From an optimization exercise on the open Yosys and OpenROAD flow, aimed at small area; shortcuts taken in it are not production practice.
Only simulation tests tie the RTL to the original design; equivalence was not proved.
Power and IR drop assume default switching activity.

==> flow/design.v (excerpt) <==
module dstu_mac_pad (
    input  wire        clk,
    input  wire        rst,
    input  wire [1:0]  macsel,
    input  wire        cmd_valid,
    output wire        cmd_ready,
    input  wire [31:0] cmd_word,
    input  wire [31:0] cmd_arg0,
    input  wire [31:0] cmd_arg1,
    input  wire [31:0] cmd_arg2,
    output wire        rsp_valid,
    output wire [2:0]  rsp_err,
    output wire [31:0] rsp_ret,
    input  wire [2:0]  sr_sel,
    output reg  [31:0] sr_data,
    output wire [31:0] kb_addr,
    input  wire [7:0]  kb_data,
    output wire [31:0] ib_addr,
    input  wire [7:0]  ib_data,
    output wire        ob_we,
    output wire [31:0] ob_addr,
    output wire [7:0]  ob_data,
    output wire [1:0]  eng_cfg,
    input  wire [7:0]  eng_blklen,
    output wire        eng_abs_valid,
    output reg  [7:0]  eng_abs_byte,
    input  wire        eng_abs_ready,
    output wire        eng_reset,
    output wire        eng_final,
    input  wire        eng_dig_valid,
    input  wire [7:0]  eng_dig_byte,
    output wire        eng_dig_ready
);
    localparam [31:0] ALG_ID  = 32'h44535455;    
    localparam [1:0] UNINIT = 2'd0, KEYED = 2'd1, STALE = 2'd2;
    localparam [2:0] E_OK = 3'd0, E_CFG = 3'd1, E_STATE = 3'd2, E_LEN = 3'd3, E_ILL = 3'd4;
    localparam [7:0] OP_INIT = 8'h01, OP_UPDB = 8'h02, OP_UPDM = 8'h03, OP_FINAL = 8'h04,
                     OP_RESET = 8'h05, OP_GETSIZE = 8'h06, OP_GETNAME = 8'h07;
    localparam [3:0] S_IDLE  = 4'd0,
                     S_RSP   = 4'd1,     
  ...
==> flow/config.mk <==
export PLATFORM = sky130hd
export DESIGN_NAME = dstu_mac_pad
export DESIGN_NICKNAME = dstu_mac_pad
export VERILOG_FILES = /design/flow/design.v
export SDC_FILE = /design/flow/constraint.sdc
export NUM_CORES = 4
export LEC_CHECK = 0
export CAP_MARGIN = 20
export CORE_MARGIN = 2
export CORE_UTILIZATION = 40
export SLEW_MARGIN = 20
==> flow/constraint.sdc <==
create_clock -name core_clock -period 10.0 [get_ports {clk}]
set_input_delay 2.0000 -clock core_clock [delete_from_list [all_inputs] [get_ports {clk}]]
set_output_delay 2.0000 -clock core_clock [all_outputs]
set_load 0.01 [all_outputs]
run.sh (not shown) runs the stock make flow with config.mk's settings and CLKGATE_MAP_FILE= SYNTH_SCRIPT=/design/flow/synth_recipe.tcl, a recipe that flattens the netlist after the stock synthesis.
Next try:
==> flow/flow/run.sh (new file) <==
#!/bin/bash
# Standard ORFS layout with two changes in how the layout is built:
#  * port buffers use the smallest buffer cell (buf_1) instead of the
#    default pick;
#  * clock tree synthesis without dummy loads, with a smaller buffer list.
# Each tool's output lands in orfs/logs/...; the make output goes to flow.log.
set -euo pipefail
export BUFFER_PORTS_ARGS="-buffer_cell sky130_fd_sc_hd__buf_1"
export CTS_ARGS="-sink_clustering_enable -repair_clock_nets -dont_use_dummy_load -buf_list {sky130_fd_sc_hd__clkbuf_4 sky130_fd_sc_hd__clkbuf_8}"
bash standard.sh finish > flow.log 2>&1
==> flow/standard.sh (new file) <==
#!/bin/bash
# synth_recipe.tcl (not shown) runs the flow's synth.tcl, then flattens the netlist and writes it again
# the make line also repeats each setting of config.mk as NAME=value (left out here)
make -C /OpenROAD-flow-scripts/flow DESIGN_CONFIG=/design/flow/config.mk WORK_HOME=/design/flow/orfs CLKGATE_MAP_FILE= SYNTH_SCRIPT=/design/flow/synth_recipe.tcl "${@:-finish}"
--- a/flow/config.mk
+++ b/flow/config.mk
@@ -7,2 +7,3 @@
 export LEC_CHECK = 0
+export ABC_AREA = 1
 export CAP_MARGIN = 20
removed: flow/run.sh
=>
- core utilization is lower by 4.5 points
- count of clock-buffer cells in the layout is higher by 5
- synthesized area is higher by 6.6%
Next try:
==> flow/run.sh (new file) <==
#!/bin/bash
# synth_recipe.tcl (not shown) runs the flow's synth.tcl, then flattens the netlist and writes it again
# the make line also repeats each setting of config.mk as NAME=value (left out here)
make -C /OpenROAD-flow-scripts/flow DESIGN_CONFIG=/design/flow/config.mk WORK_HOME=/design/flow/orfs CLKGATE_MAP_FILE= SYNTH_SCRIPT=/design/flow/synth_recipe.tcl finish
removed: flow/flow/run.sh
removed: flow/standard.sh
Worst setup slack is worse by 0.46 ns.
Global-route usage increases by 0.33 points.
Via count decreases by 0.77%.
Routed wire length stays flat.
Register-to-register slack is worse by 0.02 ns.
Synthesized area is unchanged.
Clock-buffer cell count decreases by 4.


== wip/zinc ==
Another version of the RTL of dstu_mac_pad (not shown whole).
Size: about 2000 cells after synthesis, ~680 flip-flops, roughly 360 I/O pins, ~23000 µm² of cells after synthesis.
## dstu_mac_pad
module dstu_mac_pad (
    input  wire        clk,
    input  wire        rst,
    input  wire [1:0]  macsel,
    input  wire        cmd_valid,
    output wire        cmd_ready,
    input  wire [31:0] cmd_word,
    input  wire [31:0] cmd_arg0,
    input  wire [31:0] cmd_arg1,
    input  wire [31:0] cmd_arg2,
    output wire        rsp_valid,
    output wire [2:0]  rsp_err,
    output wire [31:0] rsp_ret,
    input  wire [2:0]  sr_sel,
    output reg  [31:0] sr_data,
    output wire [31:0] kb_addr,
    input  wire [7:0]  kb_data,
    output wire [31:0] ib_addr,
    input  wire [7:0]  ib_data,
    output wire        ob_we,
    output wire [31:0] ob_addr,
    output wire [7:0]  ob_data,
    output wire [1:0]  eng_cfg,
    input  wire [7:0]  eng_blklen,
    output wire        eng_abs_valid,
    output reg  [7:0]  eng_abs_byte,
    input  wire        eng_abs_ready,
    output wire        eng_reset,
    output wire        eng_final,
    input  wire        eng_dig_valid,
  ...
export LEC_CHECK = 0
export CAP_MARGIN = 20
export CORE_MARGIN = 2
export CORE_UTILIZATION = 60
export SLEW_MARGIN = 20
create_clock -name core_clock -period 10.0 [get_ports {clk}]
standard.sh (not shown) runs the stock make flow with config.mk's settings and CLKGATE_MAP_FILE= SYNTH_SCRIPT=/design/flow/synth_recipe.tcl, a recipe that flattens the netlist after the stock synthesis.
==> flow/flow/run.sh <==
#!/bin/bash
# Layout flow: the standard ORFS flow (standard.sh) with these changes in
# how the layout is built:
#  * synthesis: the standard script, but Yosys's abc runs its default
#    area-oriented mapping script instead of ORFS's speed script (the
#    registers come out of dfflibmap before abc, so they are unchanged);
#  * port buffers use the smallest buffer cell (buf_1);
#  * clock tree synthesis without dummy loads, clkbuf_16 with larger clusters.
# ORFS writes each tool's log under orfs/logs/; make's output goes to flow.log.
set -euo pipefail
here=$(pwd)
cat flow/abc_plain.tcl synth_recipe.tcl > "$here/synth_area.tcl"
export BUFFER_PORTS_ARGS="-buffer_cell sky130_fd_sc_hd__buf_1"
export CTS_ARGS="-sink_clustering_enable -repair_clock_nets -dont_use_dummy_load -buf_list {sky130_fd_sc_hd__clkbuf_8} -sink_clustering_size 14 -sink_clustering_max_diameter 60"
bash standard.sh SYNTH_SCRIPT="$here/synth_area.tcl" finish > flow.log 2>&1
==> flow/flow/abc_plain.tcl <==
# Run Yosys's abc with its default mapping script: drop the -script, -D and
# -constr arguments that ORFS's synth.tcl passes, keep the liberty and
# dont_use arguments.
proc abc {args} {
  set keep {}
  set skip 0
  foreach a $args {
    if {$skip} { set skip 0; continue }
    if {$a in {-script -D -constr}} { set skip 1; continue }
    lappend keep $a
  }
  yosys abc {*}$keep
}
Modified inputs, wip/delta compared to wip/zinc
- CORE_UTILIZATION now 40, was 60
-- flow/flow/run.sh --
<<< wip/zinc, line 12
cat flow/abc_plain.tcl synth_recipe.tcl > "$here/synth_area.tcl"
export BUFFER_PORTS_ARGS="-buffer_cell sky130_fd_sc_hd__buf_1"
export CTS_ARGS="-sink_clustering_enable -repair_clock_nets -dont_use_dummy_load -buf_list {sky130_fd_sc_hd__clkbuf_8} -sink_clustering_size 14 -sink_clustering_max_diameter 60"
bash standard.sh SYNTH_SCRIPT="$here/synth_area.tcl" finish > flow.log 2>&1
>>> wip/delta, line 12
cat flow/abc_plain.tcl synth_recipe.tcl > "$here/synth_area.tcl"
export BUFFER_PORTS_ARGS="-buffer_cell sky130_fd_sc_hd__buf_1"
export CTS_ARGS="-sink_clustering_enable -repair_clock_nets -dont_use_dummy_load -buf_list {sky130_fd_sc_hd__clkbuf_16} -sink_clustering_size 25 -sink_clustering_max_diameter 100"
bash standard.sh SYNTH_SCRIPT="$here/synth_area.tcl" finish > flow.log 2>&1
wip/delta went all the way through the flow, and no timing, DRC or antenna check failed. Lower total die area was reported by wip/zinc, not wip/delta. | power | lower: wip/zinc |. On count of vias placed by the detailed router, wip/delta and wip/zinc are basically level. From wip/zinc to wip/delta, mean cell area of the mapped netlist did not move at all. Compared with wip/zinc, in wip/delta non-clock buffer count decreased about 0.6%; area added between synthesis and finish went up 1.5 points.
The inputs of wip/cedar differ from those of wip/delta as listed below.
- CORE_UTILIZATION changed from 40 to 60
[summary]
- The launching instance or port of the critical path comes out cmd_word[1] in one run and cmd_word[0] in the other, namely in wip/delta and wip/cedar respectively.
- Comparing wip/delta and wip/cedar, worst relative slew slack is lower on wip/cedar.
- Going from wip/delta to wip/cedar, compound-cell area share of the yosys netlist held steady, wire length after detailed routing shrank by 3700 µm.
diff inputs: wip/cedar => wip/pepper
==> flow/flow/abc_plain.tcl <==
# Run Yosys's abc with its default mapping script, but with the mapper's
# delay relaxation raised so it favours area: drop the -script, -D and
# -constr arguments that ORFS's synth.tcl passes, keep the liberty and
# dont_use arguments.
proc abc {args} {
  set keep {}
  set skip 0
  foreach a $args {
    if {$skip} { set skip 0; continue }
    if {$a in {-script -D -constr}} { set skip 1; continue }
    lappend keep $a
  }
  yosys abc -script "+strash;&get,-n;&fraig,-x;&put;scorr;dc2;dretime;strash;&get,-n;&dch,-f;&nf,-R,1000;&put" {*}$keep
}
Results
On clock power, wip/cedar tracks wip/pepper almost exactly. Looking at die outline area, wip/pepper sits below wip/cedar. Row total power draw: wip/pepper higher / wip/cedar lower. Higher maximum vdd drop goes to wip/cedar over wip/pepper. Cmp wip/pepper vs wip/cedar: number of filler instances in the final layout higher in wip/pepper. Compare wip/pepper and wip/cedar | synthesized cell count lower: wip/pepper. End point of the critical path: klen[5]$_SDFFE_PP0P_ -> wip/pepper, dc[4]$_DFFE_PP_ -> wip/cedar. Diff wip/pepper and wip/cedar: worst setup slack after layout lower in wip/cedar. wip/pepper: setup slack after placement 0.033 ns below wip/cedar. wip/pepper vs wip/cedar — total wirelength of the detailed-routed design climbed by a few percent.

afterwards: timing with drivers on the ports:
No port has a modelled driver above. Below, the same layouts with a new extraction and two added sets of constraints. Step 1: set_driving_cell puts a clkbuf_16 on clk and a buf_2 on each other input, an assumption about the parent block. Step 2 also shifts input and output timing later by t, the mid clock arrival at the registers, as if the neighbouring blocks saw the same clock. Three values: no drivers, after step 1, after step 2; two values: the first two.
| run | t (ns) | setup WS [ns] | hold WS [ns] | worst register clock-pin slew, ns |
|---|---|---|---|---|
| the first run of note 1 | 0.651 | 1.111 / 1.120 / 0.469 | 0.303 / 0.303 / 0.303 | 0.07 / 0.07 |
| the second run of note 1 | 0.716 | 2.237 / 2.241 / 1.525 | 0.260 / 0.260 / 0.260 | 0.06 / 0.06 |
| the third run of note 1 | 0.674 | 1.776 / 1.796 / 1.122 | 0.295 / 0.295 / 0.295 | 0.07 / 0.07 |
| wip/zinc | 0.680 | 0.583 / 0.608 / -0.073 | 0.277 / 0.277 / 0.277 | 0.09 / 0.09 |
| wip/delta | 0.603 | 0.753 / 0.785 / 0.182 | 0.295 / 0.295 / 0.295 | 0.10 / 0.10 |
| wip/cedar | 0.642 | 0.522 / 0.548 / -0.094 | 0.322 / 0.322 / 0.322 | 0.11 / 0.11 |
| wip/pepper | 0.649 | 0.558 / 0.594 / -0.056 | 0.304 / 0.304 / 0.304 | 0.11 / 0.11 |
With both steps, setup timing fails in wip/zinc, wip/cedar and wip/pepper, where it was met with ideal ports. The setup slack of the second run of note 1, which loses most, moves by +0.004 ns with the drivers and by -0.712 ns with both steps.
